This is an optimization exercise on Yosys and OpenROAD, whose aim is small area, not a production implementation.
In this exercise RTL edits were held to simulation tests only and were not proved equivalent to the original.
No activity file was given, so power comes from the tool's default toggle rates.

## design/flow/flow/run.sh

```bash
#!/bin/bash
# Layout flow: the standard synthesis; then the combinational logic of
# that netlist is re-mapped for area with ABC (flow/reopt.sh), keeping every
# flip-flop instance as synthesized; then the standard layout, with the
# smallest buffer cell on each port and a clock tree without dummy loads.
# Each tool's full output goes to a log file of its own in this folder.
set -euo pipefail
export BUFFER_PORTS_ARGS="-buffer_cell sky130_fd_sc_hd__buf_1"
export CTS_ARGS="-sink_clustering_enable -repair_clock_nets -sink_clustering_size 30 -sink_clustering_max_diameter 80 -buf_list sky130_fd_sc_hd__clkbuf_16 -dont_use_dummy_load"

bash standard.sh synth > synth.log 2>&1

RES=$(pwd)/orfs/results/${FLOW_PLATFORM}/ppsb_engine/base
LIB=$FLOW_HOME/platforms/${FLOW_PLATFORM}/lib/sky130_fd_sc_hd__tt_025C_1v80.lib
DU=$(sed -n '/^export DONT_USE_CELLS/,/^#/p' $FLOW_HOME/platforms/${FLOW_PLATFORM}/config.mk | grep -o 'sky130_fd_sc_hd__[a-z0-9_]*' | tr '\n' ' ')
cp $RES/1_2_yosys.v $RES/1_2_yosys_std.v
bash flow/reopt.sh $RES/1_2_yosys_std.v $RES/1_2_yosys.v $LIB "$DU" $(pwd)/reopt
rm -f $RES/1_synth.odb $RES/1_synth.sdc

bash standard.sh > standard.log 2>&1
```

## design/flow/flow/reopt.sh

```bash
#!/bin/bash
# Re-map the combinational logic of a mapped netlist for area with ABC,
# keeping every flip-flop instance (name, cell type, connections) as is.
# usage: reopt.sh IN.v OUT.v LIB DONT_USE_LIST WORKDIR
set -euo pipefail
IN=$1; OUT=$2; LIB=$3; DU=$4; W=$5
mkdir -p $W
cat > $W/area.abc <<'E'
strash
&get -n
&st
&deepsyn -T 60
&dch
&nf -a
&put
E
DUARGS=""
for c in $DU; do DUARGS="$DUARGS -dont_use $c"; done
cat > $W/reopt.ys <<E
read_liberty -ignore_miss_func $LIB
read_verilog $IN
hierarchy -top ppsb_engine
blackbox sky130_fd_sc_hd__df* sky130_fd_sc_hd__edf* sky130_fd_sc_hd__sdf* sky130_fd_sc_hd__sedf* sky130_fd_sc_hd__dl*
flatten
opt_clean -purge
abc -liberty $LIB $DUARGS -script $W/area.abc
read_liberty -lib -ignore_redef $LIB
splitnets
opt_clean -purge
hilomap -singleton -hicell sky130_fd_sc_hd__conb_1 HI -locell sky130_fd_sc_hd__conb_1 LO
insbuf -buf sky130_fd_sc_hd__buf_4 A X
opt_clean -purge
tee -o $W/reopt_stat.txt stat -liberty $LIB
check -assert -mapped
write_verilog -noattr -nohex -nodec $OUT
E
yosys -s $W/reopt.ys > $W/reopt.log 2>&1
```

## design/flow/standard.sh

```bash
#!/bin/bash
# synth_recipe.tcl (not shown) runs the flow's synth.tcl, then flattens the netlist and writes it again
# the make line also repeats each setting of config.mk as NAME=value (left out here)
make -C /OpenROAD-flow-scripts/flow DESIGN_CONFIG=/design/flow/config.mk WORK_HOME=/design/flow/orfs CLKGATE_MAP_FILE= SYNTH_SCRIPT=/design/flow/synth_recipe.tcl "${@:-finish}"
```

## design/flow/config.mk

```make
export PLATFORM = sky130hd
export DESIGN_NAME = ppsb_engine
export DESIGN_NICKNAME = ppsb_engine
export VERILOG_FILES = /design/flow/design.v
export SDC_FILE = /design/flow/constraint.sdc
export NUM_CORES = 4
export LEC_CHECK = 0
export ABC_AREA = 1
export CAP_MARGIN = 20
export CORE_MARGIN = 2
export CORE_UTILIZATION = 60
export PLACE_DENSITY = 0.75
export SLEW_MARGIN = 20
```

## design/flow/constraint.sdc

```tcl
create_clock -name core_clock -period 6.0 [get_ports {clk}]
set_input_delay 1.2000 -clock core_clock [delete_from_list [all_inputs] [get_ports {clk}]]
set_output_delay 1.2000 -clock core_clock [all_outputs]
set_load 0.01 [all_outputs]
```

## design/flow/design.v

```verilog
module ppsb_engine (
    input  wire        clk,
    input  wire        rst,           
    input  wire        start,         
    input  wire [7:0]  op,            
    input  wire [31:0] opa,
    input  wire [31:0] opb,
    input  wire [31:0] clk_pwm,       
    input  wire [1:0]  pwm_corr,      
    input  wire        pwm_odd,       
    output wire        busy,
    output wire        done,          
    output wire [1:0]  err_code,      
    output wire [31:0] res0,
    output wire [31:0] res1,
    output reg  [1:0]  psc,           
    output reg  [4:0]  scalar,        
    output wire [10:0] bound,         
    output wire [10:0] duty,
    output wire [31:0] ratio,
    output wire [31:0] resid,
    output reg         fallback
);
    localparam [3:0] S_IDLE   = 4'd0,
                     S_DONE   = 4'd1,    
                     S_TRIAL  = 4'd2,    
                     S_COMMIT = 4'd3,    
                     S_FB     = 4'd4,    
                     S_CLAMP  = 4'd5,    
                     S_WAIT   = 4'd6,    
                     S_P0     = 4'd8,    
                     S_P1     = 4'd9,    
                     S_DV     = 4'd10,   
                     S_CORR   = 4'd11,   
                     S_BOOST  = 4'd12,   
                     S_HOR    = 4'd13,   
                     S_ADD50  = 4'd14,   
                     S_DV2    = 4'd15;   
    reg [3:0]  st;
    reg [31:0] A, B, T, D, R;
    reg [4:0]  ph;
    reg [5:0]  cnt;
    reg        dirty;
    reg        k_div, k_mul, k_pwm, k_pwmd;
    reg [1:0]  k_w;
    reg        k_odd;         
    reg        nb, qins, S, cy, rd, qd;
    reg        fa, fb;
    reg [4:0]  rem;
    reg        qbig, qnz;
    reg [10:0] bq;        
    reg [10:0] dty;
    reg [4:0]  best;
    function automatic [4:0] inc5(input [4:0] x);
        integer i;
        reg c;
        begin
            c = 1'b1;
            for (i = 0; i < 5; i = i + 1) begin
                inc5[i] = x[i] ^ c;
                c = c & x[i];
            end
        end
    endfunction
    function automatic [5:0] inc6(input [5:0] x);
        integer i;
        reg c;
        begin
            c = 1'b1;
            for (i = 0; i < 6; i = i + 1) begin
                inc6[i] = x[i] ^ c;
                c = c & x[i];
            end
        end
    endfunction
    function automatic [10:0] dec11(input [10:0] x);
        integer i;
        reg b;
        begin
            b = 1'b1;
            for (i = 0; i < 11; i = i + 1) begin
                dec11[i] = x[i] ^ b;
                b = b & ~x[i];
            end
        end
    endfunction
    function automatic [6:0] add6(input [5:0] a, input [5:0] b, input ci);
        integer i;
        reg c;
        begin
            c = ci;
            for (i = 0; i < 6; i = i + 1) begin
                add6[i] = a[i] ^ b[i] ^ c;
                c = (a[i] & b[i]) | (a[i] & c) | (b[i] & c);
            end
            add6[6] = c;
        end
    endfunction
    wire idle = (st == S_IDLE) | (st == S_DONE);
    assign busy     = ~idle;
    assign done     = (st == S_DONE);
    assign err_code = {k_div & ~fa, k_odd & ~k_pwm};
    assign res0  = A;
    assign res1  = B;
    assign ratio = T;
    assign bound = dec11(bq);
    assign duty  = dty;
    assign resid = {{27{fallback}}, best | {5{fallback}}};
    wire op_div  = (op == 8'h01) | (op == 8'h02) | (op == 8'h03) | (op == 8'h04);
    wire op_mul  = (op == 8'h08) | (op == 8'h09);
    wire op_pwm  = (op == 8'h10) | (op == 8'h11);
    wire op_pwmd = (op == 8'h11);
    wire op_nop  = (op == 8'h00);
    wire [1:0] op_w = op_div ? {op[1] ~^ op[0], ~op[0]} : op_mul ? {1'b0, op[0]} : 2'd3;
    wire [6:0] p_in = (opb[7:0] > 8'd100) ? 7'd100 : opb[6:0];
    wire load = idle & start;
    wire pa   = st[3];
    wire ph0  = (ph == 5'd0);
    wire ph31 = (ph == 5'd31);
    wire msk  = (ph[4:3] <= k_w);
    wire in_p0  = (st == S_P0);
    wire in_p1  = (st == S_P1);
    wire in_dv  = (st == S_DV);
    wire in_cb  = (st == S_CORR) | (st == S_BOOST);
    wire in_dv2 = (st == S_DV2);
    wire in_hor = (st == S_HOR);
    wire in_a50 = (st == S_ADD50);
    wire in_scan = (st == S_TRIAL) | (st == S_COMMIT);
    wire fin    = in_dv & (cnt == 6'd32);
    wire first  = (cnt == 6'd0);
    wire qr_out = (in_dv & ~k_pwm) ? R[0] : D[0];
    wire rr_out = in_dv ? (k_div ? B[0] : k_mul ? A[0] : T[0]) :
                  in_dv2 ? R[0] : D[0];
    wire dd     = in_dv ? (k_pwm ? R[0] : D[0]) :
                  ((ph == 5'd2) | (ph == 5'd5) | (ph == 5'd6));      
    wire qr_in  = ph0 ? qins : qd;
    wire [3:0] bsel = (st == S_CLAMP) ? ~ph[3:0] :
                      {ph[3] ^ (ph[2] & ph[1]), ph[2] ^ ph[1], ~ph[1], ph[0]};
    wire [15:0] bvec = {5'd0, bound};
    wire bwin = (ph >= 5'd14) & (ph <= 5'd24);
    wire bbit = ((st == S_CLAMP) | bwin) & bvec[bsel];
    wire ci_cur = (ph == 5'd14) ? 1'b1 : fa;
    wire incb = bbit ^ ci_cur;
    wire divm = (in_dv & ~k_mul) | in_dv2;
    wire sub  = ~S;
    wire aP   = (fin | in_a50) ? rr_out :
                ph0 ? (divm & nb) : (first ? 1'b0 : rd);
    wire aY   = fin ? (S & dd) :
                (in_dv & k_mul) ? (nb & dd) :
                divm ? (dd ^ sub) :
                in_hor ? (dty[10] & incb) :
                ((ph == 5'd15) | (ph == 5'd18) | (ph == 5'd19));      
    wire aC   = ph0 ? (divm & ~fin & sub) : cy;
    wire sum  = aP ^ aY ^ aC;
    wire cout = (aP & aY) | (aP & aC) | (aY & aC);
    wire Snew = ((first ? 1'b0 : rr_out)) ^ sub ^ cout;
    wire t1 = ph31 ? 1'b0 : D[1];
    wire t2 = (ph[4:1] == 4'hF) ? 1'b0 : T[2];
    wire hinc = ph0 ? 1'b1 : cy;
    reg  tx;
    always @(*) begin
        if (st == S_BOOST) tx = t2;
        else case (psc)              
            2'd0:    tx = D[0];
            2'd1:    tx = ph0 ? 1'b0 : qd;
            2'd2:    tx = t1;
            default: tx = t1 ^ hinc;
        endcase
    end
    wire kbit   = (ph >= 5'd5) & (ph <= 5'd15);                     
    wire gt_cur = ph0 ? 1'b0 : fa;
    wire gt_nxt = (tx ^ kbit) ? tx : gt_cur;
    wire big_nxt = (ph0 ? 1'b0 : fb) | (tx & ph[4]);
    wire [3:0] j    = ph[3:0];
    wire [4:0] sk   = {ph[3] ^ ph[4], ~ph[2:0], 1'b1};    
    wire       sbit = T[sk];
    wire [4:0] remc = (j == 4'd0) ? 5'd0 : rem;
    wire [5:0] r2   = {remc, sbit};
    wire [6:0] r2d  = add6(r2, {1'b1, ~cnt[4:0]}, 1'b0);    
    wire       ge   = r2d[6];
    wire [5:0] r2s  = r2d[5:0];
    wire [4:0] rn   = ge ? r2s[4:0] : r2[4:0];
    wire qbig_c = ((j == 4'd0) ? 1'b0 : qbig) | (ge & (j < 4'd5));
    wire qnz_c  = ((j == 4'd0) ? 1'b0 : qnz) | ge;
    wire [6:0] bcmp = add6({1'b0, rn}, {1'b1, ~best}, 1'b1);   
    wire       lt_n = bcmp[6];                                 
    wire accept = ~fb & ~qbig_c & qnz_c & (~k_odd | ge) & (fallback | ~lt_n);
    wire cl_on  = ~ph[4] & (ph[3:0] >= 4'd5);
    wire cl_d   = dty[10];
    wire cl_gt  = fa ? fb : (cl_d & ~bbit);
    reg a_in, b_in, t_in, r_in, d_in;
    always @(*) begin
        a_in = A[0];
        b_in = B[0];
        t_in = T[0];
        r_in = R[0];
        d_in = D[0];
        case (st)
            S_P0: begin
                a_in = ~dirty & A[0];
                b_in = ~dirty & B[0];
                t_in = ~dirty & T[0];
                r_in = R[0] & msk;
                d_in = D[0] & msk;
            end
            S_P1: begin
                if (~fa) r_in = (ph0 & ~fb) | (D[4] & (ph < 5'd28));
            end
            S_DV: begin
                if (k_div) begin
                    b_in = sum;
                    r_in = qr_in;
                    if (fin) a_in = qr_in;
                end else if (k_mul) begin
                    a_in = sum;
                    b_in = 1'b0;
                    r_in = qr_in;
                end else begin
                    t_in = sum;
                    d_in = qr_in;
                end
            end
            S_CORR, S_BOOST: t_in = tx;
            S_HOR, S_ADD50:  d_in = sum;
            S_DV2: begin
                r_in = sum;
                d_in = qr_in;
            end
            default: ;
        endcase
    end
    wire hold = (st == S_WAIT);
    always @(posedge clk) begin
        A <= {a_in, A[31:1]};
        B <= {b_in, B[31:1]};
        T <= {t_in, T[31:1]};
        if (load)
            R <= opa;
        else if (~hold)
            R <= {r_in, R[31:1]};
        if (load)
            D <= op_pwm ? clk_pwm : opb;
        else if (~hold)
            D <= {d_in, D[31:1]};
        rd <= rr_out;
        qd <= qr_out;
        cy <= in_cb ? ((psc == 2'd3) & t1 & hinc) : cout;
    end
    always @(posedge clk) begin
        if (rst) begin
            st    <= S_IDLE;
            dirty <= 1'b1;
            ph    <= 5'd0;
        end else begin
            ph <= inc5(ph);
            case (st)
            S_IDLE, S_DONE: begin
                st <= S_IDLE;
                if (start) st <= ph31 ? S_P0 : S_WAIT;
            end
            S_WAIT: begin
                if (ph31) st <= S_P0;
            end
            S_P0: if (ph31) begin
                dirty <= 1'b0;
                if (k_pwm)
                    st <= S_P1;
                else if ((k_div & (fa | (D[0] & msk))) | k_mul)
                    st <= S_DV;
                else
                    st <= S_DONE;
            end
            S_P1: if (ph31) st <= S_DV;
            S_DV: if (ph31 & fin) st <= k_pwm ? S_CORR : S_DONE;
            S_CORR, S_BOOST: if (ph31) begin
                if (gt_nxt & ((st == S_CORR) | (psc != 2'd2)))
                    st <= S_BOOST;
                else
                    st <= S_TRIAL;
            end
            S_TRIAL, S_COMMIT: if (j == 4'd15) begin
                if ((st == S_TRIAL) & accept)
                    st <= S_COMMIT;
                else if (cnt[4:0] == 5'd31)
                    st <= S_FB;
                else
                    st <= S_TRIAL;
            end
            S_FB: if (ph31) st <= k_pwmd ? S_HOR : S_DONE;
            S_HOR:   if (ph31 & (cnt == 6'd10)) st <= S_ADD50;
            S_ADD50: if (ph31) st <= S_DV2;
            S_DV2:   if (ph31 & (cnt == 6'd17)) st <= S_CLAMP;
            S_CLAMP: if (ph31) st <= S_DONE;
            default: st <= S_IDLE;
            endcase
        end
    end
    always @(posedge clk) begin
        if (load) begin
            k_div  <= op_div;
            k_mul  <= op_mul;
            k_pwm  <= op_pwm;
            k_pwmd <= op_pwmd;
            k_w    <= op_w;
            k_odd  <= op_pwm ? pwm_odd : ~(op_div | op_mul | op_nop);
            S      <= 1'b0;
            fa     <= 1'b0;
            fb     <= 1'b0;
        end
        case (st)
        S_P0: begin
            fa <= fa | (k_pwm ? R[0] : (D[0] & msk));
            fb <= fb | (D[0] & (ph >= 5'd4));
            if (ph31) begin
                nb  <= k_pwm ? D[0] : (R[0] & msk);
                cnt <= 6'd0;
            end
        end
        S_DV: if (ph31) begin
            nb <= qd;
            if (~k_mul & ~fin) begin
                S    <= Snew;
                qins <= ~Snew;
            end
            cnt <= inc6(cnt);
        end
        S_CORR, S_BOOST: begin
            fa <= gt_nxt;
            fb <= big_nxt;
            if (ph31) cnt <= 6'd0;
        end
        S_TRIAL, S_COMMIT: begin
            rem  <= rn;
            qbig <= qbig_c;
            qnz  <= qnz_c;
            if ((j == 4'd15) & ~((st == S_TRIAL) & accept))
                cnt <= (cnt[4:0] == 5'd31) ? 6'd0 : inc6(cnt);
        end
        S_HOR: begin
            fa <= bbit & ci_cur;
            if (ph31) cnt <= (cnt == 6'd10) ? 6'd0 : inc6(cnt);
        end
        S_ADD50: if (ph31) begin
            nb <= sum;
            S  <= 1'b0;
        end
        S_DV2: if (ph31) begin
            nb   <= qd;
            S    <= Snew;
            qins <= ~Snew;
            cnt  <= inc6(cnt);
            fa   <= 1'b0;
            fb   <= 1'b0;
        end
        S_CLAMP: if (cl_on & ~fa & (cl_d ^ bbit)) begin
            fa <= 1'b1;
            fb <= cl_d;
        end
        default: ;
        endcase
    end
    always @(posedge clk) begin
        if (rst) begin
            psc      <= 2'd0;
            scalar   <= 5'd0;
            best     <= 5'd0;
            fallback <= 1'b0;
            bq       <= 11'd1;
            dty      <= 11'd0;
        end else begin
            if (load & op_pwmd) dty <= {4'd0, p_in};
            if (load & op_pwm)  psc <= pwm_corr;
            case (st)
            S_BOOST: if (ph31) psc <= {psc[1] ^ psc[0], ~psc[0]};
            S_CORR:  if (ph31) begin
                fallback <= 1'b1;
                psc      <= 2'd0;
            end
            S_TRIAL: if ((j == 4'd15) & accept) begin
                best     <= rn;
                scalar   <= cnt[4:0];
                fallback <= 1'b0;
            end
            S_COMMIT: bq <= {bq[9:0], ge};
            S_FB: if (fallback) begin
                bq     <= {bq[9:0], 1'b1};
                scalar <= 5'd31;
            end
            S_HOR:  if (ph31) dty <= {dty[9:0], 1'b0};
            S_DV2:  if (ph31) dty <= {dty[9:0], ~Snew};
            S_CLAMP: if (cl_on) dty <= {dty[9:0], cl_gt ? bbit : cl_d};
            default: ;
            endcase
        end
    end
endmodule
```

==> results of run 1 <==
-- state kept, by name, summed over array words and instances (netlist names), 6 cells and up --
register  flops
dty          11
T            32
cnt           6
A            32
B            32
bq           11
R            32
D            32
-- metrics by stage --
stage,cell area (um2),cells,total power [W]
after floorplan,9684,969,0.003011
after global placement,10430,1383,0.003316
after detailed placement,10430,1383,0.003344
after CTS,10730,1395,0.004165
after global routing,10750,1396,0.004391
final,10750,1396,0.004166
-- power groups by stage --
stage / logic, W / registers [W] / clock network (W)
final: 0.00105 / 0.00229 / 0.000828
after detailed placement: 0.00103 / 0.00232 / 0
after floorplan: 0.000737 / 0.00227 / 0
after global placement: 0.00101 / 0.00231 / 0
after global routing: 0.00117 / 0.00233 / 0.000891
after CTS: 0.00103 / 0.00229 / 0.000844
-- worst max-delay path: cells and delay by family (launching register included) --
kind | cells | cell delay (ps)
xor+xnor | 1 | 340
fa+ha+maj | 2 | 810
compound gates | 9 | 2150
buf+inv | 1 | 190
flops | 1 | 550
simple gates | 3 | 1120
-- path summary, 6_finish.rpt --
kind                     from                      to  slack (ps)  cells after the start
max          ph[1]$_SDFF_PP0_  scalar[2]$_SDFFE_PP0P_         730                     16
min             B[21]$_DFF_P_           B[20]$_DFF_P_         340                      0
max reg2reg  ph[1]$_SDFF_PP0_  scalar[2]$_SDFFE_PP0P_         730                     16
min reg2reg     B[21]$_DFF_P_           B[20]$_DFF_P_         340                      0
-- metal layers --
layer	vias up	GRT usage	share of wire
met4	0	0.07697	0.028
met2	365	0.4441	0.48
met1	3600	0.3567	0.41
met5	-	0	0
li1	3818	-	-
met3	44	0.05090	0.079
-- area by class of cell --
class | count | area [um2]
sequential | 233 | 5528
fill | 1357 | 5081
multi-input combinational | 630 | 3455
timing repair buffer | 282 | 1107
clock buffer | 12 | 300.3
tap | 216 | 270.3
inverter | 23 | 86.33
==> metrics.log, run 1 <==
[metrics] routability congestion estimate: 0.9508
[metrics] gr usage total: 0.2663
[metrics] die area: 0.01717 mm2
[metrics] hold buffer count at CTS: 0
[metrics] input/output buffers: 271
[metrics] fraction of power consumed by combinational cells: 0.252
[metrics] first-pass GRT wire length: 36270 um
[metrics] crit path launch type: register
[metrics] sequential group share of total power: 0.550
[metrics] # clock sinks: 233
[metrics] aggregate negative setup slack: 0 ps
[metrics] internal cell power: 0.002820 W
[metrics] post-synthesis cell count: 969
[metrics] global route overflow: 0
[metrics] via count of the routed design: 7827
[metrics] chain of cells forming the critical path: or2_0 > o22ai_1 > or3_1 > a2111oi_0 > buf_4 > o221ai_1 > maj3_1 > maj3_1 > o21ai_0 > o21ai_0 > xor2_1 > a22oi_1 > a21oi_1 > o2111ai_1 > and2_0 > a22o_1
[metrics] clock latency on the worst-skew pair: 480 ps
[metrics] DP Worst Slack: 604.3 ps
[metrics] overall die width: 131.0 um
[metrics] Max IR drop VDD: 287.9 uV
[metrics] final period demand of the worst path: 5267 ps
[metrics] CP required: 6370 ps
[metrics] per-cell via count in the routed design: 5.607
[metrics] total routed wirelength: 23650 um
[metrics] clock buffers created by TritonCTS: 12
[metrics] switching part of the total: 0.3232
[metrics] per-instance average area after synthesis: 9.994 um2
[metrics] data arrival time of the worst path: 5640 ps
[metrics] antenna fix cells: 0
[metrics] Peak Freq: 189.9 MHz
[metrics] routed wire length per instance: 16.94 um
[metrics] Worst setup EP type: register
[metrics] final clock skew: 43.61 ps
[metrics] classification of the worst setup path: register to register
[metrics] Crit path largest cell delay: 550 ps
[metrics] TritonCTS clock tree: built
[metrics] number of rows created at floorplan: 46
[metrics] number of pins with negative max-slew slack in the final report: 0
[metrics] number of maximum-capacitance constraint violations: 0
[metrics] worst slack on hold paths: 343.5 ps
[metrics] share of final-layout standard cells stronger than drive strength 1: 0.02373
[metrics] type of the worst min-delay path: register to register
[metrics] maximum number of pins on one net before global-route repair: 65
[metrics] Worst path slowest cell: sky130_fd_sc_hd__dfxtp_2
[metrics] CTS root buffer: sky130_fd_sc_hd__clkbuf_16
[metrics] Resized cells post-CTS: 0
[metrics] worst max-slew margin expressed relative to the limit: 0.3586
[metrics] Syn-to-layout area delta: 10.97%
[metrics] highest-count cells in the layout ignoring fill and taps: sky130_fd_sc_hd__buf_1, sky130_fd_sc_hd__nand2_1, sky130_fd_sc_hd__dfxtp_1, sky130_fd_sc_hd__nor2_1, sky130_fd_sc_hd__edfxtp_1
[metrics] starting density of the core: 0.6119
[metrics] Cell Pwr Density: 387.6 mW/mm2
[metrics] Final Cycle Share: 0.8778
[metrics] Detailed Place HPWL: 17100 um
[metrics] relative contribution of the clock network to total power: 0.199
[metrics] total net switching power: 0.001346 W
[metrics] maximum count of clock buffers along a single path: 3
[metrics] largest fanout on the critical path: 21
[metrics] Ports: 272
[metrics] most common library cell in the layout ignoring fill and taps: sky130_fd_sc_hd__buf_1
[metrics] post-synth design cell area: 0.009684 mm2
[metrics] number of remaining DRC errors: 0
[metrics] number of nets in the synthesized netlist: 1079
[metrics] DRT iter0 DRCs: 540
[metrics] area of the core region: 0.01583 mm2
[metrics] number of global-route vias before repair: 7182
[metrics] Yosys Warn Count: 1
[metrics] Detail Route Antenna Nets: 0
[metrics] number of endpoints with negative hold slack in the final report: 0
[metrics] height of the die: 131.0 um
[metrics] final-report setup violation count: 0
[metrics] leakage power of the design: 3.911 nW
[metrics] final worst-path setup slack: 733.4 ps
[metrics] final net count: 1292
[metrics] number of antenna violations at the first check in global routing: 0
[metrics] outcome: finished clean
[metrics] number of optimization iterations in the first detailed-route pass: 5
[metrics] final cell utilization of the core: 0.6790
[metrics] RSZ-0062 raised after global routing: no
[metrics] H-tree depth reported by CTS: 1
[metrics] Worst-path clk slew: 100 ps
[metrics] worst slew pin tran: 937.9 ps
[metrics] number of buffers inserted by post-CTS setup repair: 0
==> run 2: changes to the inputs <==
--- a/design/flow/design.v
+++ b/design/flow/design.v
@@ -43,9 +43,14 @@
     reg        dirty;
-    reg        k_div, k_mul, k_pwm, k_pwmd;
-    reg [1:0]  k_w;
-    reg        k_odd;         
+    reg [1:0]  kc;            
+    reg [1:0]  kx;            
+    wire       k_div  = ~kc[1] & kc[0];
+    wire       k_mul  = kc[1] & ~kc[0];
+    wire       k_pwm  = kc[1] & kc[0];
+    wire       k_pwmd = k_pwm & kx[1];
+    wire       k_odd  = kx[0];
+    wire [1:0] k_w    = kx;
     reg        nb, qins, S, cy, rd, qd;
     reg        fa, fb;
-    reg [4:0]  rem;
-    reg        qbig, qnz;
+    wire [4:0] rem;
+    wire       qbig, qnz;
     reg [10:0] bq;        
@@ -101,3 +106,3 @@
     assign done     = (st == S_DONE);
-    assign err_code = {k_div & ~fa, k_odd & ~k_pwm};
+    assign err_code = {k_div & ~fa, (kc == 2'd0) & kx[0]};
     assign res0  = A;
@@ -119,3 +124,3 @@
     wire ph31 = (ph == 5'd31);
-    wire msk  = (ph[4:3] <= k_w);
+    wire msk  = k_pwm | (ph[4:3] <= k_w);
     wire in_p0  = (st == S_P0);
@@ -176,2 +181,5 @@
     wire       sbit = T[sk];
+    assign rem  = {qins, fa, cy, qd, rd};
+    assign qbig = S;
+    assign qnz  = nb;
     wire [4:0] remc = (j == 4'd0) ? 5'd0 : rem;
@@ -244,5 +252,5 @@
             D <= {d_in, D[31:1]};
-        rd <= rr_out;
-        qd <= qr_out;
-        cy <= in_cb ? ((psc == 2'd3) & t1 & hinc) : cout;
+        rd <= in_scan ? rn[0] : rr_out;
+        qd <= in_scan ? rn[1] : qr_out;
+        cy <= in_scan ? rn[2] : in_cb ? ((psc == 2'd3) & t1 & hinc) : cout;
     end
@@ -299,8 +307,5 @@
         if (load) begin
-            k_div  <= op_div;
-            k_mul  <= op_mul;
-            k_pwm  <= op_pwm;
-            k_pwmd <= op_pwmd;
-            k_w    <= op_w;
-            k_odd  <= op_pwm ? pwm_odd : ~(op_div | op_mul | op_nop);
+            kc     <= {op_mul | op_pwm, op_div | op_pwm};
+            kx     <= op_pwm ? {op_pwmd, pwm_odd} : (op_div | op_mul) ? op_w :
+                      {1'b0, ~op_nop};
             S      <= 1'b0;
@@ -332,5 +337,6 @@
         S_TRIAL, S_COMMIT: begin
-            rem  <= rn;
-            qbig <= qbig_c;
-            qnz  <= qnz_c;
+            fa   <= rn[3];
+            qins <= rn[4];
+            S    <= qbig_c;
+            nb   <= qnz_c;
             if ((j == 4'd15) & ~((st == S_TRIAL) & accept))
--- a/design/flow/flow/reopt.sh
+++ b/design/flow/flow/reopt.sh
@@ -10,2 +10,6 @@
 &get -n
+&st
+&deepsyn -T 60
+&dch
+&nf -a
 &st
==> metrics.log, run 2 <==
[metrics] highest-count cells in the layout ignoring fill and taps: sky130_fd_sc_hd__buf_1, sky130_fd_sc_hd__nor2_1, sky130_fd_sc_hd__dfxtp_1, sky130_fd_sc_hd__nand2_1, sky130_fd_sc_hd__edfxtp_1
[metrics] antenna fix cells: 0
[metrics] routed wire length per instance: 17.79 um
[metrics] Syn-to-layout area delta: 10.99%
[metrics] final period demand of the worst path: 4913 ps
[metrics] number of remaining DRC errors: 0
[metrics] Max IR drop VDD: 333.4 uV
[metrics] post-synthesis cell count: 961
[metrics] starting density of the core: 0.6179
[metrics] Ports: 272
[metrics] share of final-layout standard cells stronger than drive strength 1: 0.02139
[metrics] Detail Route Antenna Nets: 0
[metrics] most common library cell in the layout ignoring fill and taps: sky130_fd_sc_hd__buf_1
[metrics] classification of the worst setup path: register to register
[metrics] crit path launch type: register
[metrics] height of the die: 129.6 um
[metrics] number of nets in the synthesized netlist: 1071
[metrics] number of global-route vias before repair: 7081
[metrics] overall die width: 129.6 um
[metrics] global route overflow: 0
[metrics] worst max-slew margin expressed relative to the limit: 0.3397
[metrics] start point of the critical path: ph[2]$_SDFF_PP0_
[metrics] data arrival time of the worst path: 5280 ps
[metrics] FF-to-FF Start: ph[2]$_SDFF_PP0_
[metrics] Detailed Place HPWL: 18170 um
[metrics] maximum number of pins on one net before global-route repair: 66
[metrics] DRT iter0 DRCs: 692
[metrics] area of all placed cells without fillers: 0.01050 mm2
[metrics] CP required: 6360 ps
[metrics] clock buffers created by TritonCTS: 12
[metrics] type of the worst min-delay path: register to register
[metrics] area of the core region: 0.01531 mm2
[metrics] TritonCTS clock tree: built
[metrics] final net count: 1281
[metrics] per-cell via count in the routed design: 5.676
[metrics] DP Worst Slack: 1132 ps
[metrics] CTS root buffer: sky130_fd_sc_hd__clkbuf_16
[metrics] final worst-path setup slack: 1087 ps
[metrics] outcome: finished clean
[metrics] number of buffers inserted by post-CTS setup repair: 0
[metrics] Final Cycle Share: 0.8188
[metrics] via count of the routed design: 7833
[metrics] input/output buffers: 271
[metrics] maximum count of clock buffers along a single path: 3
[metrics] final clock skew: 49.48 ps
[metrics] Tot Pwr: 0.004172 W
[metrics] Yosys Warn Count: 1
[metrics] largest fanout on the critical path: 18
[metrics] final-report setup violation count: 0
[metrics] fillcell total: 1285
[metrics] worst slew pin tran: 981.7 ps
[metrics] number of pins with negative max-slew slack in the final report: 0
[metrics] Worst-path clk slew: 100 ps
[metrics] clock latency on the worst-skew pair: 480 ps
[metrics] per-instance average area after synthesis: 9.847 um2
[metrics] Cell Pwr Density: 397.3 mW/mm2
[metrics] gr usage total: 0.2842
[metrics] placed cell areas: 0.01020 mm2
[metrics] hold buffer count at CTS: 0
[metrics] post-synth design cell area: 0.009463 mm2
[metrics] H-tree depth reported by CTS: 1
[metrics] worst slack on hold paths: 306.1 ps
[metrics] # clock sinks: 223
[metrics] number of maximum-capacitance constraint violations: 0
[metrics] total routed wirelength: 24560 um
[metrics] RSZ-0062 raised after global routing: no
[metrics] Worst setup EP type: register
[metrics] Peak Freq: 203.5 MHz
[metrics] die area: 0.01679 mm2
[metrics] first-pass GRT wire length: 37650 um
[metrics] number of endpoints with negative hold slack in the final report: 0
[metrics] number of antenna violations at the first check in global routing: 0
[metrics] routability congestion estimate: 1.033
[metrics] launch instance of the worst min-delay path: A[20]$_DFF_P_
[metrics] number of optimization iterations in the first detailed-route pass: 5
[metrics] number of rows created at floorplan: 45
[metrics] aggregate negative setup slack: 0 ps
[metrics] leakage power of the design: 3.774 nW
[metrics] Resized cells post-CTS: 0
==> run 2: critical path, cell delays in order (launching register included) <==
cell	delay, ps
sky130_fd_sc_hd__dfxtp_1	700
sky130_fd_sc_hd__clkinv_1	270
sky130_fd_sc_hd__o221ai_1	120
sky130_fd_sc_hd__o21ai_0	130
sky130_fd_sc_hd__o221a_1	290
sky130_fd_sc_hd__maj3_1	400
sky130_fd_sc_hd__maj3_1	410
sky130_fd_sc_hd__maj3_1	460
sky130_fd_sc_hd__xnor2_1	170
sky130_fd_sc_hd__o21ai_0	90
sky130_fd_sc_hd__o211ai_1	190
sky130_fd_sc_hd__a221o_1	370
sky130_fd_sc_hd__o211ai_1	660
sky130_fd_sc_hd__nand2_1	260
sky130_fd_sc_hd__o221a_1	280
==> run 2: routing by layer <==
metal / wire length (um) / track usage / up-vias
li1: - / - / 3823
met1: 10050 / 0.3700 / 3605
met2: 11750 / 0.4789 / 356
met3: 2150 / 0.06524 / 49
met4: 605 / 0.07970 / 0
met5: 0 / 0 / -
==> run 2: report_power, final <==
group	internal, W	switching (W)
Combinational	0.000434	0.000755
Sequential	0.00198	0.000200
Clock	0.000361	0.000446
==> run 2: stage by stage <==
step | cells | utilization
floorplan | 961 | -
global placement | 1368 | 0.6661
detailed placement | 1368 | 0.6661
CTS | 1380 | 0.6857
global route | 1380 | 0.6858
finish | 1380 | 0.6858
==> run 2: area by class of cell <==
cell class / instances / area, um2 / share of cell area
Timing Repair Buffer: 279 / 1077 / 0.1026
Clock buffer: 12 / 300.3 / 0.02859
Sequential cell: 223 / 5226 / 0.4976
Tap cell: 211 / 264.0 / 0.02514
Multi-Input combinational cell: 619 / 3500 / 0.3332
Inverter: 36 / 135.1 / 0.01287
==> run 2: worst paths after layout <==
kind | cells after the start | to | slack, ps
max reg2reg | 14 | scalar[0]$_SDFFE_PP0P_ | 1090
min reg2reg | 0 | A[19]$_DFF_P_ | 310
max | 14 | scalar[0]$_SDFFE_PP0P_ | 1090
min | 0 | A[19]$_DFF_P_ | 310
==> run 3: changes to the inputs <==
--- a/design/flow/design.v
+++ b/design/flow/design.v
@@ -119,3 +119,7 @@
     wire [1:0] op_w = op_div ? {op[1] ~^ op[0], ~op[0]} : op_mul ? {1'b0, op[0]} : 2'd3;
-    wire [6:0] p_in = (opb[7:0] > 8'd100) ? 7'd100 : opb[6:0];
+    wire pb   = dty[10];
+    wire pc   = (cnt == 6'd4) | (cnt == 6'd5) | (cnt == 6'd8);    
+    wire pg   = ~first & S;
+    wire pl   = ~first & nb;
+    wire peff = pg ? pc : pl ? pb : (pb & pc);
     wire load = idle & start;
@@ -155,3 +159,3 @@
                 divm ? (dd ^ sub) :
-                in_hor ? (dty[10] & incb) :
+                in_hor ? (peff & incb) :
                 ((ph == 5'd15) | (ph == 5'd18) | (ph == 5'd19));      
@@ -346,2 +350,6 @@
             fa <= bbit & ci_cur;
+            if (ph31) begin
+                S  <= pg | (~pl & pb & ~pc);
+                nb <= pl | (~pg & ~pb & pc);
+            end
             if (ph31) cnt <= (cnt == 6'd10) ? 6'd0 : inc6(cnt);
@@ -376,3 +384,3 @@
         end else begin
-            if (load & op_pwmd) dty <= {4'd0, p_in};
+            if (load & op_pwmd) dty <= {3'd0, opb[7:0]};
             if (load & op_pwm)  psc <= pwm_corr;
@@ -384,12 +392,12 @@
             end
-            S_TRIAL: if ((j == 4'd15) & accept) begin
-                best     <= rn;
-                scalar   <= cnt[4:0];
-                fallback <= 1'b0;
+            S_TRIAL: if (j == 4'd15) begin
+                if (accept | (fallback & (cnt[4:0] == 5'd31)))
+                    scalar <= cnt[4:0];
+                if (accept) begin
+                    best     <= rn;
+                    fallback <= 1'b0;
+                end
             end
             S_COMMIT: bq <= {bq[9:0], ge};
-            S_FB: if (fallback) begin
-                bq     <= {bq[9:0], 1'b1};
-                scalar <= 5'd31;
-            end
+            S_FB: if (fallback) bq <= {bq[9:0], 1'b1};
             S_HOR:  if (ph31) dty <= {dty[9:0], 1'b0};
==> metrics.log, run 3 <==
[metrics] maximum number of pins on one net before global-route repair: 72
[metrics] clock buffers created by TritonCTS: 12
[metrics] crit path launch type: register
[metrics] height of the die: 129.0 um
[metrics] die area: 0.01665 mm2
[metrics] switching part of the total: 0.3240
[metrics] final net count: 1283
[metrics] leakage power of the design: 3.725 nW
[metrics] family with the most delay on the worst path: compound AO/OA/AOI/OAI gates
[metrics] final-report setup violation count: 0
[metrics] Ports: 272
[metrics] gr usage total: 0.2682
[metrics] Worst setup EP type: register
[metrics] maximum count of clock buffers along a single path: 3
[metrics] Syn-to-layout area delta: 10.84%
[metrics] Detail Route Antenna Nets: 0
[metrics] DRT iter0 DRCs: 642
[metrics] combined buffer and inverter count along the critical path: 0
[metrics] Crit path largest cell delay: 620 ps
[metrics] fraction of power consumed by combinational cells: 0.263
[metrics] TritonCTS clock tree: built
[metrics] total routed wirelength: 23150 um
[metrics] via count of the routed design: 7840
[metrics] RSZ-0062 raised after global routing: no
[metrics] input/output buffers: 271
[metrics] total net switching power: 0.001294 W
[metrics] global route overflow: 0
[metrics] largest fanout on the critical path: 15
[metrics] H-tree depth reported by CTS: 1
[metrics] Tot Pwr: 0.003996 W
[metrics] Max IR drop VDD: 291.3 uV
[metrics] number of optimization iterations in the first detailed-route pass: 5
[metrics] post-synthesis cell count: 964
[metrics] worst slew pin tran: 895.4 ps
[metrics] aggregate negative setup slack: 0 ps
[metrics] Detailed Place HPWL: 17030 um
[metrics] number of global-route vias before repair: 7012
[metrics] final period demand of the worst path: 5618 ps
[metrics] number of buffers inserted by post-CTS setup repair: 0
[metrics] type of the worst min-delay path: register to register
[metrics] data arrival time of the worst path: 5770 ps
[metrics] Cell Pwr Density: 384.3 mW/mm2
[metrics] routed wire length per instance: 16.75 um
[metrics] number of antenna violations at the first check in global routing: 0
[metrics] # clock sinks: 223
[metrics] routability congestion estimate: 0.9990
[metrics] worst max-slew margin expressed relative to the limit: 0.4031
[metrics] starting density of the core: 0.6148
[metrics] chain of cells forming the critical path: nor3b_1 > or4_1 > o31a_1 > a22oi_1 > a21boi_0 > o31ai_1 > a31oi_1 > o31ai_1 > o211ai_1 > a221oi_1 > xor2_1 > a22oi_1 > a21oi_1 > o21ai_0 > o31a_1
[metrics] Worst-path clk slew: 110 ps
[metrics] overall die width: 129.0 um
[metrics] fillcell total: 1304
[metrics] per-instance average area after synthesis: 9.731 um2
[metrics] outcome: finished clean
[metrics] sequential group share of total power: 0.538
[metrics] antenna fix cells: 0
[metrics] number of rows created at floorplan: 45
[metrics] most common library cell in the layout ignoring fill and taps: sky130_fd_sc_hd__buf_1
[metrics] first-pass GRT wire length: 35650 um
[metrics] relative contribution of the clock network to total power: 0.199
[metrics] number of endpoints with negative hold slack in the final report: 0
[metrics] number of pins with negative max-slew slack in the final report: 0
[metrics] classification of the worst setup path: register to register
[metrics] clock latency on the worst-skew pair: 460 ps
[metrics] number of maximum-capacitance constraint violations: 0
[metrics] post-synth design cell area: 0.009380 mm2
[metrics] Yosys Warn Count: 1
[metrics] final clock skew: 40.10 ps
[metrics] number of remaining DRC errors: 0
[metrics] internal cell power: 0.002701 W
[metrics] Peak Freq: 178.0 MHz
[metrics] number of nets in the synthesized netlist: 1074
[metrics] area of the core region: 0.01526 mm2
[metrics] Final Cycle Share: 0.9363
[metrics] CP required: 6150 ps
[metrics] Worst path slowest cell: sky130_fd_sc_hd__dfxtp_1
[metrics] per-cell via count in the routed design: 5.673
[metrics] share of final-layout standard cells stronger than drive strength 1: 0.01964
[metrics] highest-count cells in the layout ignoring fill and taps: sky130_fd_sc_hd__buf_1, sky130_fd_sc_hd__nor2_1, sky130_fd_sc_hd__dfxtp_1, sky130_fd_sc_hd__edfxtp_1, sky130_fd_sc_hd__nand2_1
[metrics] CTS root buffer: sky130_fd_sc_hd__clkbuf_16
[run 3: timing repair]
| item | in CTS | in global routing |
|---|---|---|
| hold buffers | 0 | 0 |
| gates resized for setup | 0 | 1 |
| hold endpoints to repair | 0 | 0 |
| endpoints found under the setup margin | 0 | 10 |
[run 3: through the flow]
step | utilization | setup WS, ps | area (um2) | instances | hold WS (ps)
after floorplan | - | 1378 | 9380 | 964 | 344.5
after CTS | 0.6812 | 503.7 | 10390 | 1382 | 350.8
after global placement | 0.6615 | 693.2 | 10090 | 1370 | 331.2
after global routing | 0.6814 | 81.40 | 10400 | 1382 | 355.1
final | 0.6814 | 382.2 | 10400 | 1382 | 346.0
after detailed placement | 0.6615 | 499.6 | 10090 | 1370 | 333.7
[run 3: final timing paths]
path	startpoint	to	slack, ps	depth (start not counted)
setup / recovery	ph[0]$_SDFF_PP0_	cnt[3]$_DFFE_PP_	380	15
hold / removal	A[22]$_DFF_P_	A[21]$_DFF_P_	350	0
setup reg to reg	ph[0]$_SDFF_PP0_	cnt[3]$_DFFE_PP_	380	15
hold reg to reg	A[22]$_DFF_P_	A[21]$_DFF_P_	350	0
[run 3: layer usage]
layer,track usage,part of all wire
met1,0.3721,0.43
met2,0.4308,0.45
met3,0.05491,0.089
met4,0.07928,0.026
met5,0,0
[run 3: final cells by class]
class | count | area, um2 | share of cell area
sequential | 223 | 5226 | 0.5026
inverter | 25 | 93.84 | 0.009025
tap | 211 | 264.0 | 0.02539
clock buffer | 12 | 300.3 | 0.02888
timing repair buffer | 278 | 1070 | 0.1029
multi-input combinational | 633 | 3443 | 0.3312
[run 3: power groups by stage]
stage | Combinational [W] | Clock, W | Sequential (W)
detailed placement | 0.00103 | 0 | 0.00218
floorplan | 0.000761 | 0 | 0.00212
global placement | 0.00102 | 0 | 0.00217
finish | 0.00105 | 0.000796 | 0.00215
CTS | 0.00104 | 0.000811 | 0.00215
global route | 0.00117 | 0.000856 | 0.00219
==> run 4: changes to the inputs <==
--- a/design/flow/flow/run.sh
+++ b/design/flow/flow/run.sh
@@ -8,3 +8,3 @@
 export BUFFER_PORTS_ARGS="-buffer_cell sky130_fd_sc_hd__buf_1"
-export CTS_ARGS="-sink_clustering_enable -repair_clock_nets -sink_clustering_size 30 -sink_clustering_max_diameter 80 -buf_list sky130_fd_sc_hd__clkbuf_16 -dont_use_dummy_load"
+export CTS_ARGS="-sink_clustering_enable -repair_clock_nets -sink_clustering_size 30 -sink_clustering_max_diameter 80 -buf_list sky130_fd_sc_hd__clkbuf_16 -root_buf sky130_fd_sc_hd__clkbuf_8 -tree_buf sky130_fd_sc_hd__clkbuf_8 -dont_use_dummy_load"
 
==> metrics.log, run 4 <==
[metrics] # clock sinks: 223
[metrics] fillcell total: 1303
[metrics] DRT iter0 DRCs: 626
[metrics] final clock skew: 37.79 ps
[metrics] leakage power of the design: 3.710 nW
[metrics] starting density of the core: 0.6148
[metrics] hold-critical path endpoint: A[21]$_DFF_P_
[metrics] Worst path slowest cell: sky130_fd_sc_hd__dfxtp_1
[metrics] launch instance of the worst min-delay path: A[22]$_DFF_P_
[metrics] clock buffers created by TritonCTS: 12
[metrics] final net count: 1283
[metrics] Worst setup EP type: register
[metrics] Syn-to-layout area delta: 10.48%
[metrics] Detailed Place HPWL: 17030 um
[metrics] aggregate negative setup slack: 0 ps
[metrics] Yosys Warn Count: 1
[metrics] reg2reg setup slack: 350 ps
[metrics] number of endpoints with negative hold slack in the final report: 0
[metrics] first-pass GRT wire length: 35600 um
[metrics] crit path launch type: register
[metrics] maximum number of pins on one net before global-route repair: 72
[metrics] Max IR drop VDD: 291.2 uV
[metrics] number of rows created at floorplan: 45
[metrics] Peak Freq: 176.9 MHz
[metrics] destination of the worst register-to-register timing path: cnt[3]$_DFFE_PP_
[metrics] die area: 0.01665 mm2
[metrics] routability congestion estimate: 0.9990
[metrics] input/output buffers: 271
[metrics] number of pins with negative max-slew slack in the final report: 0
[metrics] Detail Route Antenna Nets: 0
[metrics] global route overflow: 0
[metrics] gr usage total: 0.2675
[metrics] Ports: 272
[metrics] Final Cycle Share: 0.9424
[metrics] number of cells on the worst hold path: 0
[metrics] number of optimization iterations in the first detailed-route pass: 7
[metrics] maximum count of clock buffers along a single path: 3
[metrics] final cell count without fillers: 1382
[metrics] Placed Cells: 1370
[metrics] TritonCTS clock tree: built
[metrics] Cell Pwr Density: 380.5 mW/mm2
[metrics] share of final-layout standard cells stronger than drive strength 1: 0.01964
[metrics] worst max-slew margin expressed relative to the limit: 0.3958
[metrics] per-cell via count in the routed design: 5.657
[metrics] final period demand of the worst path: 5654 ps
[metrics] number of maximum-capacitance constraint violations: 0
[metrics] overall die width: 129.0 um
[metrics] outcome: finished clean
[metrics] post-synth design cell area: 0.009380 mm2
[metrics] highest-count cells in the layout ignoring fill and taps: sky130_fd_sc_hd__buf_1, sky130_fd_sc_hd__nor2_1, sky130_fd_sc_hd__dfxtp_1, sky130_fd_sc_hd__edfxtp_1, sky130_fd_sc_hd__nand2_1
[metrics] total routed wirelength: 23070 um
[metrics] antenna fix cells: 0
[metrics] post-synthesis cell count: 964
[metrics] via count of the routed design: 7818
[metrics] H-tree depth reported by CTS: 1
[metrics] FF-to-FF Start: ph[0]$_SDFF_PP0_
[metrics] start point of the critical path: ph[0]$_SDFF_PP0_
[metrics] worst slew pin tran: 906.4 ps
[metrics] CTS root buffer: sky130_fd_sc_hd__clkbuf_8
[metrics] routed wire length per instance: 16.69 um
[metrics] height of the die: 129.0 um
[metrics] number of remaining DRC errors: 0
[metrics] RSZ-0062 raised after global routing: no
[metrics] per-instance average area after synthesis: 9.731 um2
[metrics] Worst-path clk slew: 110 ps
[metrics] worst reg2reg path depth: 15
[metrics] chain of cells forming the critical path: nor3b_1 > or4_1 > o31a_1 > a22oi_1 > a21boi_0 > o21ai_0 > a31oi_1 > o31ai_1 > a22oi_1 > a221oi_1 > xor2_1 > a22oi_1 > a21oi_1 > o21ai_0 > o31a_1
[metrics] most common cell type on the critical path: sky130_fd_sc_hd__a22oi_1
[metrics] CP required: 6180 ps
[metrics] data arrival time of the worst path: 5840 ps
[metrics] classification of the worst setup path: register to register
[metrics] final-report setup violation count: 0
[metrics] type of the worst min-delay path: register to register
[metrics] number of antenna violations at the first check in global routing: 0
[metrics] Crit path largest cell delay: 620 ps
[metrics] most common library cell in the layout ignoring fill and taps: sky130_fd_sc_hd__buf_1
[metrics] largest fanout on the critical path: 15
[metrics] area of the core region: 0.01526 mm2
[metrics] number of nets in the synthesized netlist: 1074
[metrics] number of global-route vias before repair: 6997
[metrics] clock latency on the worst-skew pair: 510 ps
==> run 4: report_power, final <==
group          internal, W  switching [W]  leakage [nW]
clock             0.000316       0.000431         0.132
combinational     0.000385       0.000663          1.64
sequential         0.00196       0.000193          1.93
==> run 4: worst max-delay path by stage <==
stage | cells after the start | slack, ps | endpoint
after floorplan | 5 | 1380 | D[31]$_DFFE_PP_
after detailed placement | 15 | 500 | best[1]$_SDFFE_PP0P_
after global placement | 15 | 690 | scalar[0]$_SDFFE_PP0P_
final | 15 | 350 | cnt[3]$_DFFE_PP_
after CTS | 15 | 490 | best[1]$_SDFFE_PP0P_
after global routing | 15 | 70 | cnt[5]$_DFFE_PP_
==> run 4: repair_timing <==
item                                    4_1_cts  5_1_grt
buffers inserted                              0        0
hold buffers                                  0        0
resized for setup                             0        1
endpoints found under the setup margin        0       10
==> run 4: through the flow <==
step           instance area (um2)  hold slack, ps  power [W]  setup WS (ps)    util
6_report                     10360           346.3   0.003943          345.6  0.6792
5_1_grt                      10360           355.1   0.004168          70.31  0.6792
4_1_cts                      10360           350.8   0.003943          488.9  0.6790
3_5_place_dp                 10090           333.7   0.003211          499.6  0.6615
3_3_place_gp                 10090           331.2   0.003193          693.2  0.6615
2_1_floorplan                 9380           344.5   0.002882           1378       -
==> run 4: metal layers <==
| layer | part of all wire | up-vias | global-route usage | routed length (um) |
|---|---|---|---|---|
| met3 | 0.083 | 46 | 0.05409 | 1919 |
| met4 | 0.027 | 0 | 0.08056 | 621 |
| li1 | - | 3801 | - | - |
| met1 | 0.43 | 3617 | 0.3731 | 10020 |
| met2 | 0.46 | 354 | 0.4273 | 10500 |
| met5 | 0 | - | 0 | 0 |
==> run 4: worst max-delay path: cells and delay by family, from the launching register on <==
family                    cells  cell delay [ps]
AOI/OAI and AO/OA            12             3870
and+or+nand+nor               2              630
DFF                           1              620
xor gates and xnor gates      1              180
==> run 4: final cells by class <==
cell class / instances / area [um2] / area share
flip-flops and latches: 223 / 5226 / 0.5043
multi-input cells: 633 / 3443 / 0.3322
repair buffers: 278 / 1070 / 0.1032
clock buffers: 12 / 266.5 / 0.02572
well taps: 211 / 264.0 / 0.02547
inverters: 25 / 93.84 / 0.009055
==> run 5: changes to the inputs <==
--- a/design/flow/design.v
+++ b/design/flow/design.v
@@ -30,2 +30,3 @@
                      S_WAIT   = 4'd6,    
+                     S_FIN    = 4'd7,    
                      S_P0     = 4'd8,    
@@ -41,3 +42,3 @@
     reg [4:0]  ph;
-    reg [5:0]  cnt;
+    reg [4:0]  cnt;
     reg        dirty;
@@ -131,3 +132,3 @@
     wire in_p1  = (st == S_P1);
-    wire in_dv  = (st == S_DV);
+    wire in_dv  = (st == S_DV) | (st == S_FIN);
     wire in_cb  = (st == S_CORR) | (st == S_BOOST);
@@ -137,4 +138,4 @@
     wire in_scan = (st == S_TRIAL) | (st == S_COMMIT);
-    wire fin    = in_dv & (cnt == 6'd32);
-    wire first  = (cnt == 6'd0);
+    wire fin    = (st == S_FIN);
+    wire first  = (cnt == 5'd0);
     wire qr_out = (in_dv & ~k_pwm) ? R[0] : D[0];
@@ -220,3 +221,3 @@
             end
-            S_DV: begin
+            S_DV, S_FIN: begin
                 if (k_div) begin
@@ -285,3 +286,4 @@
             S_P1: if (ph31) st <= S_DV;
-            S_DV: if (ph31 & fin) st <= k_pwm ? S_CORR : S_DONE;
+            S_DV:  if (ph31 & (cnt == 5'd31)) st <= S_FIN;
+            S_FIN: if (ph31) st <= k_pwm ? S_CORR : S_DONE;
             S_CORR, S_BOOST: if (ph31) begin
@@ -295,3 +297,3 @@
                     st <= S_COMMIT;
-                else if (cnt[4:0] == 5'd31)
+                else if (cnt == 5'd31)
                     st <= S_FB;
@@ -301,5 +303,5 @@
             S_FB: if (ph31) st <= k_pwmd ? S_HOR : S_DONE;
-            S_HOR:   if (ph31 & (cnt == 6'd10)) st <= S_ADD50;
+            S_HOR:   if (ph31 & (cnt == 5'd10)) st <= S_ADD50;
             S_ADD50: if (ph31) st <= S_DV2;
-            S_DV2:   if (ph31 & (cnt == 6'd17)) st <= S_CLAMP;
+            S_DV2:   if (ph31 & (cnt == 5'd17)) st <= S_CLAMP;
             S_CLAMP: if (ph31) st <= S_DONE;
@@ -324,6 +326,6 @@
                 nb  <= k_pwm ? D[0] : (R[0] & msk);
-                cnt <= 6'd0;
+                cnt <= 5'd0;
             end
         end
-        S_DV: if (ph31) begin
+        S_DV, S_FIN: if (ph31) begin
             nb <= qd;
@@ -333,3 +335,3 @@
             end
-            cnt <= inc6(cnt);
+            cnt <= inc5(cnt);
         end
@@ -338,3 +340,3 @@
             fb <= big_nxt;
-            if (ph31) cnt <= 6'd0;
+            if (ph31) cnt <= 5'd0;
         end
@@ -346,3 +348,3 @@
             if ((j == 4'd15) & ~((st == S_TRIAL) & accept))
-                cnt <= (cnt[4:0] == 5'd31) ? 6'd0 : inc6(cnt);
+                cnt <= inc5(cnt);
         end
@@ -354,3 +356,3 @@
             end
-            if (ph31) cnt <= (cnt == 6'd10) ? 6'd0 : inc6(cnt);
+            if (ph31) cnt <= (cnt == 5'd10) ? 5'd0 : inc5(cnt);
         end
@@ -364,3 +366,3 @@
             qins <= ~Snew;
-            cnt  <= inc6(cnt);
+            cnt  <= inc5(cnt);
             fa   <= 1'b0;
@@ -393,4 +395,4 @@
             S_TRIAL: if (j == 4'd15) begin
-                if (accept | (fallback & (cnt[4:0] == 5'd31)))
-                    scalar <= cnt[4:0];
+                if (accept | (fallback & (cnt == 5'd31)))
+                    scalar <= cnt;
                 if (accept) begin
==> metrics.log, run 5 <==
[metrics] data arrival time of the worst path: 5650 ps
[metrics] sequential group share of total power: 0.561
[metrics] TritonCTS clock tree: built
[metrics] height of the die: 129.1 um
[metrics] most common library cell in the layout ignoring fill and taps: sky130_fd_sc_hd__buf_1
[metrics] CP required: 6140 ps
[metrics] DP Worst Slack: 564.3 ps
[metrics] Yosys Warn Count: 1
[metrics] relative contribution of the clock network to total power: 0.194
[metrics] via count of the routed design: 7876
[metrics] Worst path slowest cell: sky130_fd_sc_hd__o311ai_0
[metrics] number of buffers inserted by post-CTS setup repair: 0
[metrics] per-instance average area after synthesis: 9.837 um2
[metrics] H-tree depth reported by CTS: 1
[metrics] maximum count of clock buffers along a single path: 3
[metrics] Cell Pwr Density: 358.0 mW/mm2
[metrics] die area: 0.01667 mm2
[metrics] number of maximum-capacitance constraint violations: 0
[metrics] Worst setup EP type: register
[metrics] largest fanout on the critical path: 15
[metrics] clock buffers created by TritonCTS: 11
[metrics] classification of the worst setup path: register to register
[metrics] total routed wirelength: 24250 um
[metrics] CTS root buffer: sky130_fd_sc_hd__clkbuf_8
[metrics] RSZ-0062 raised after global routing: no
[metrics] crit path launch type: register
[metrics] Placed Cells: 1363
[metrics] global route overflow: 0
[metrics] chain of cells forming the critical path: nor2b_1 > a222oi_1 > nand3_1 > and3_1 > o311ai_0 > a21oi_1 > o311ai_0 > a21oi_1 > o311ai_0 > xnor2_1 > a22oi_1 > a21oi_1 > o21ai_1 > clkinv_1 > nor2_1
[metrics] fraction of power consumed by combinational cells: 0.245
[metrics] worst slew pin tran: 1069 ps
[metrics] number of optimization iterations in the first detailed-route pass: 9
[metrics] first-pass GRT wire length: 37520 um
[metrics] worst max-slew margin expressed relative to the limit: 0.2872
[metrics] Tot Pwr: 0.003715 W
[metrics] # clock sinks: 222
[metrics] gr usage total: 0.2831
[metrics] area used by multi-input combinational logic: 0.003411 mm2
[metrics] final clock skew: 35.55 ps
[metrics] clock latency on the worst-skew pair: 510 ps
[metrics] per-cell via count in the routed design: 5.732
[metrics] input/output buffers: 271
[metrics] Detail Route Antenna Nets: 0
[metrics] fillcell total: 1332
[metrics] Ports: 272
[metrics] aggregate negative setup slack: 0 ps
[metrics] Detailed Place HPWL: 17780 um
[metrics] Worst-path clk slew: 110 ps
[metrics] final worst-path setup slack: 490.7 ps
[metrics] post-synth design cell area: 0.009394 mm2
[metrics] final period demand of the worst path: 5509 ps
[metrics] Resized cells post-CTS: 0
[metrics] routability congestion estimate: 0.9907
[metrics] maximum number of pins on one net before global-route repair: 66
[metrics] number of endpoints with negative hold slack in the final report: 0
[metrics] final-report setup violation count: 0
[metrics] Syn-to-layout area delta: 10.47%
[metrics] Peak Freq: 181.5 MHz
[metrics] number of nets in the synthesized netlist: 1065
[metrics] number of global-route vias before repair: 7218
[metrics] area of the core region: 0.01526 mm2
[metrics] share of final-layout standard cells stronger than drive strength 1: 0.02150
[metrics] starting density of the core: 0.6157
[metrics] number of pins with negative max-slew slack in the final report: 0
[metrics] DRT iter0 DRCs: 742
[metrics] highest-count cells in the layout ignoring fill and taps: sky130_fd_sc_hd__buf_1, sky130_fd_sc_hd__nand2_1, sky130_fd_sc_hd__dfxtp_1, sky130_fd_sc_hd__edfxtp_1, sky130_fd_sc_hd__nor2_1
[metrics] Max IR drop VDD: 272.2 uV
[metrics] type of the worst min-delay path: register to register
[metrics] total net switching power: 0.001189 W
[metrics] final cell count without fillers: 1374
[metrics] number of antenna violations at the first check in global routing: 0
[metrics] Final Cycle Share: 0.9182
[metrics] number of rows created at floorplan: 45
[metrics] antenna fix cells: 0
[metrics] area taken by flip-flops and latches: 0.005196 mm2
[metrics] switching part of the total: 0.3201
[metrics] hold buffer count at CTS: 0
[metrics] final net count: 1275
[metrics] internal cell power: 0.002526 W
[metrics] Crit path largest cell delay: 660 ps
[metrics] post-synthesis cell count: 955
[metrics] overall die width: 129.1 um
[metrics] routed wire length per instance: 17.65 um
[metrics] number of remaining DRC errors: 0
[metrics] leakage power of the design: 3.898 nW
[metrics] outcome: finished clean
## run 5: area by class of cell
class / count / share of cell area
well taps: 211 / 0.02544
clock buffers: 11 / 0.02327
repair buffers: 280 / 0.1045
multi-input cells: 602 / 0.3287
inverters: 48 / 0.01736
flip-flops and latches: 222 / 0.5007
## run 5: worst paths after layout
path | startpoint | endpoint | slack (ps) | cells past startpoint
max | ph[0]$_SDFF_PP0_ | cnt[0]$_DFFE_PP_ | 490 | 15
min | A[28]$_DFF_P_ | A[27]$_DFF_P_ | 350 | 0
max reg2reg | ph[0]$_SDFF_PP0_ | cnt[0]$_DFFE_PP_ | 490 | 15
min reg2reg | A[28]$_DFF_P_ | A[27]$_DFF_P_ | 350 | 0
## run 5: stage by stage
stage            util  hold slack, ps  instance area, um2
2_1_floorplan       -           350.7                9394
5_1_grt        0.6801           362.4               10380
3_5_place_dp   0.6639           333.3               10130
3_3_place_gp   0.6636           331.7               10120
6_report       0.6801           354.8               10380
4_1_cts        0.6797           356.3               10370
## run 5: worst max-delay path: cells and delay by family (launching register included)
family | cells | cell delay, ps
AO/OA/AOI/OAI | 9 | 3260
XOR/XNOR | 1 | 180
buffers and inverters | 1 | 160
flip-flops | 1 | 640
AND/OR/NAND/NOR | 4 | 910
## run 5: metal layers
| layer | routed length, um | up-vias | GRT usage |
|---|---|---|---|
| li1 | - | 3792 | - |
| met1 | 10030 | 3582 | 0.3882 |
| met2 | 11180 | 442 | 0.4523 |
| met3 | 2205 | 60 | 0.05904 |
| met4 | 837 | 0 | 0.09399 |
| met5 | 0 | - | 0 |
## run 5: power by group through the flow
| stage | sequential (W) | combinational (W) | clock [W] |
|---|---|---|---|
| CTS | 0.00208 | 0.000902 | 0.000732 |
| detailed placement | 0.00211 | 0.000901 | 0 |
| floorplan | 0.00205 | 0.000656 | 0 |
| finish | 0.00208 | 0.000912 | 0.000720 |
| global placement | 0.00210 | 0.000890 | 0 |
| global route | 0.00211 | 0.00103 | 0.000785 |
==> run 6: changes to the inputs <==
--- a/design/flow/flow/run.sh
+++ b/design/flow/flow/run.sh
@@ -8,3 +8,3 @@
 export BUFFER_PORTS_ARGS="-buffer_cell sky130_fd_sc_hd__buf_1"
-export CTS_ARGS="-sink_clustering_enable -repair_clock_nets -sink_clustering_size 30 -sink_clustering_max_diameter 80 -buf_list sky130_fd_sc_hd__clkbuf_16 -root_buf sky130_fd_sc_hd__clkbuf_8 -tree_buf sky130_fd_sc_hd__clkbuf_8 -dont_use_dummy_load"
+export CTS_ARGS="-sink_clustering_enable -repair_clock_nets -sink_clustering_size 32 -sink_clustering_max_diameter 80 -buf_list sky130_fd_sc_hd__clkbuf_16 -root_buf sky130_fd_sc_hd__clkbuf_4 -tree_buf sky130_fd_sc_hd__clkbuf_4 -dont_use_dummy_load"
 
==> metrics.log, run 6 <==
[metrics] outcome: finished clean
[metrics] final clock skew: 51.98 ps
[metrics] routed wire length per instance: 17.42 um
[metrics] first-pass GRT wire length: 36830 um
[metrics] final-report setup violation count: 0
[metrics] post-synthesis cell count: 962
[metrics] data arrival time of the worst path: 5420 ps
[metrics] final period demand of the worst path: 4898 ps
[metrics] die area: 0.01670 mm2
[metrics] number of maximum-capacitance constraint violations: 0
[metrics] Syn-to-layout area delta: 10.55%
[metrics] Peak Freq: 204.2 MHz
[metrics] total routed wirelength: 24090 um
[metrics] Detail Route Antenna Nets: 0
[metrics] # clock sinks: 222
[metrics] share of final-layout standard cells stronger than drive strength 1: 0.02133
[metrics] number of endpoints with negative hold slack in the final report: 0
[metrics] final cell utilization of the core: 0.6816
[metrics] number of nets in the synthesized netlist: 1072
[metrics] global route overflow: 0
[metrics] final worst-path setup slack: 1102 ps
[metrics] per-instance average area after synthesis: 9.779 um2
[metrics] final net count: 1284
[metrics] maximum count of clock buffers along a single path: 3
[metrics] maximum number of pins on one net before global-route repair: 68
[metrics] overall die width: 129.2 um
[metrics] post-synth design cell area: 0.009408 mm2
[metrics] TritonCTS clock tree: built
[metrics] RSZ-0062 raised after global routing: no
[metrics] worst max-slew margin expressed relative to the limit: 0.3225
[metrics] height of the die: 129.2 um
[metrics] routability congestion estimate: 1.022
[metrics] number of optimization iterations in the first detailed-route pass: 7
[metrics] area of the core region: 0.01526 mm2
[metrics] Detailed Place HPWL: 17480 um
[metrics] Yosys Warn Count: 1
[metrics] worst slack on hold paths: 344.2 ps
[metrics] type of the worst min-delay path: register to register
[metrics] Ports: 272
[metrics] number of global-route vias before repair: 6980
[metrics] CP required: 6520 ps
[metrics] classification of the worst setup path: register to register
[metrics] H-tree depth reported by CTS: 1
[metrics] input/output buffers: 271
[metrics] clock latency on the worst-skew pair: 620 ps
[metrics] crit path launch type: register
[metrics] number of remaining DRC errors: 0
[metrics] DP Worst Slack: 1218 ps
[metrics] gr usage total: 0.2778
[metrics] DRT iter0 DRCs: 808
[metrics] largest fanout on the critical path: 12
[metrics] Resized cells post-CTS: 0
[metrics] number of pins with negative max-slew slack in the final report: 0
[metrics] worst slew pin tran: 1015 ps
[metrics] aggregate negative setup slack: 0 ps
[metrics] Final Cycle Share: 0.8163
[metrics] number of buffers inserted by post-CTS setup repair: 0
[metrics] number of antenna violations at the first check in global routing: 0
[metrics] CTS root buffer: sky130_fd_sc_hd__clkbuf_4
[metrics] Cell Pwr Density: 388.0 mW/mm2
[metrics] Worst setup EP type: register
[metrics] starting density of the core: 0.6166
[metrics] number of rows created at floorplan: 45
[metrics] antenna fix cells: 0
[metrics] clock buffers created by TritonCTS: 12
[metrics] hold buffer count at CTS: 0
[metrics] per-cell via count in the routed design: 5.714
[metrics] Worst-path clk slew: 110 ps
[metrics] leakage power of the design: 3.929 nW
[metrics] Tot Pwr: 0.004035 W
[metrics] Max IR drop VDD: 326.6 uV
[metrics] via count of the routed design: 7903
[metrics] most common library cell in the layout ignoring fill and taps: sky130_fd_sc_hd__buf_1
[metrics] highest-count cells in the layout ignoring fill and taps: sky130_fd_sc_hd__buf_1, sky130_fd_sc_hd__nand2_1, sky130_fd_sc_hd__dfxtp_1, sky130_fd_sc_hd__nor2_1, sky130_fd_sc_hd__edfxtp_1
[run 6: where the power goes]
group | switching [W] | total [W] | leakage, nW | internal, W
sequential | 0.000205 | 0.00220 | 1.99 | 0.00199
clock | 0.000438 | 0.000728 | 0.125 | 0.000291
combinational | 0.000711 | 0.00111 | 1.82 | 0.000396
total | 0.00135 | 0.00403 | 3.93 | 0.00268
[run 6: path summary, 6_finish.rpt]
kind                         start                     end  slack (ps)  cells after the start
setup / recovery  ph[0]$_SDFF_PP0_  scalar[0]$_SDFFE_PP0P_        1100                     16
hold / removal       B[29]$_DFF_P_           B[28]$_DFF_P_         340                      0
setup reg to reg  ph[0]$_SDFF_PP0_  scalar[0]$_SDFFE_PP0P_        1100                     16
hold reg to reg      B[29]$_DFF_P_           B[28]$_DFF_P_         340                      0
[run 6: metal layers]
layer  share of wire  wire length (um)  GRT usage  up-vias
li1                -                 -          -     3796
met1            0.41              9841     0.3791     3650
met2            0.47             11250     0.4402      397
met3           0.089              2146    0.06400       60
met5               0                 0          0        -
met4           0.035               854    0.09463        0
[run 6: final cells by class]
| cell class | instances | area [um2] |
|---|---|---|
| multi-input combinational | 627 | 3488 |
| timing repair buffer | 281 | 1092 |
| fill | 1304 | 4858 |
| sequential | 222 | 5195 |
| clock buffer | 12 | 247.7 |
| inverter | 30 | 112.6 |
| tap | 211 | 264.0 |
[run 6: worst max-delay path, stage by stage (launching register included)]
cell and delay [ps]:
sky130_fd_sc_hd__dfxtp_1 610, sky130_fd_sc_hd__or2_0 390, sky130_fd_sc_hd__o22ai_1 120, sky130_fd_sc_hd__or3_1 320, sky130_fd_sc_hd__o21ai_0 350, sky130_fd_sc_hd__a31oi_1 190
sky130_fd_sc_hd__nor3_1 320, sky130_fd_sc_hd__o2111ai_1 200, sky130_fd_sc_hd__a31oi_1 350, sky130_fd_sc_hd__o31ai_1 150, sky130_fd_sc_hd__xor2_1 200, sky130_fd_sc_hd__a211o_1 320
sky130_fd_sc_hd__a221oi_1 270, sky130_fd_sc_hd__o31ai_1 120, sky130_fd_sc_hd__buf_4 180, sky130_fd_sc_hd__o31ai_1 530, sky130_fd_sc_hd__a22o_1 220
[run 6: stage by stage]
step | cells | instance area [um2]
floorplan | 962 | 9408
global placement | 1371 | 10150
detailed placement | 1371 | 10150
CTS | 1383 | 10400
global route | 1383 | 10400
finish | 1383 | 10400

[re-timing with driven ports]
In the flow no input, the clock included, has a driving cell. The finished layouts below were timed again as built, in two steps. Step 1 (the two cells are an assumption about what drives the block):
set clk [get_ports {clk}]
set_driving_cell -lib_cell sky130_fd_sc_hd__clkbuf_16 $clk
set_driving_cell -lib_cell sky130_fd_sc_hd__buf_2 [delete_from_list [all_inputs] $clk]
Step 2 times the ports against the registers' clock, not the clock port: input delays grow and output delays shrink by t, the midpoint of the rising clock arrivals with the driver on. Three values: no drivers, after step 1, after step 2; two values: the first two.
| run | shift t [ns] | setup slack, ns | worst setup path after step 2 | clock arrival spread, ns | worst data-port slew with drivers (ns) |
|---|---|---|---|---|---|
| run 1 | 0.509 | 0.733 / 0.733 / 0.733 | register to register | 0.044 / 0.044 | 0.07 |
| run 2 | 0.496 | 1.087 / 1.087 / 1.087 | register to register | 0.050 / 0.050 | 0.05 |
| run 3 | 0.490 | 0.382 / 0.382 / 0.382 | register to register | 0.049 / 0.050 | 0.05 |
| run 4 | 0.531 | 0.346 / 0.346 / 0.346 | register to register | 0.046 / 0.046 | 0.05 |
| run 5 | 0.528 | 0.491 / 0.491 / 0.491 | register to register | 0.036 / 0.036 | 0.05 |
| run 6 | 0.639 | 1.102 / 1.102 / 1.102 | register to register | 0.059 / 0.059 | 0.06 |
After both steps setup and hold are still met in every run listed.
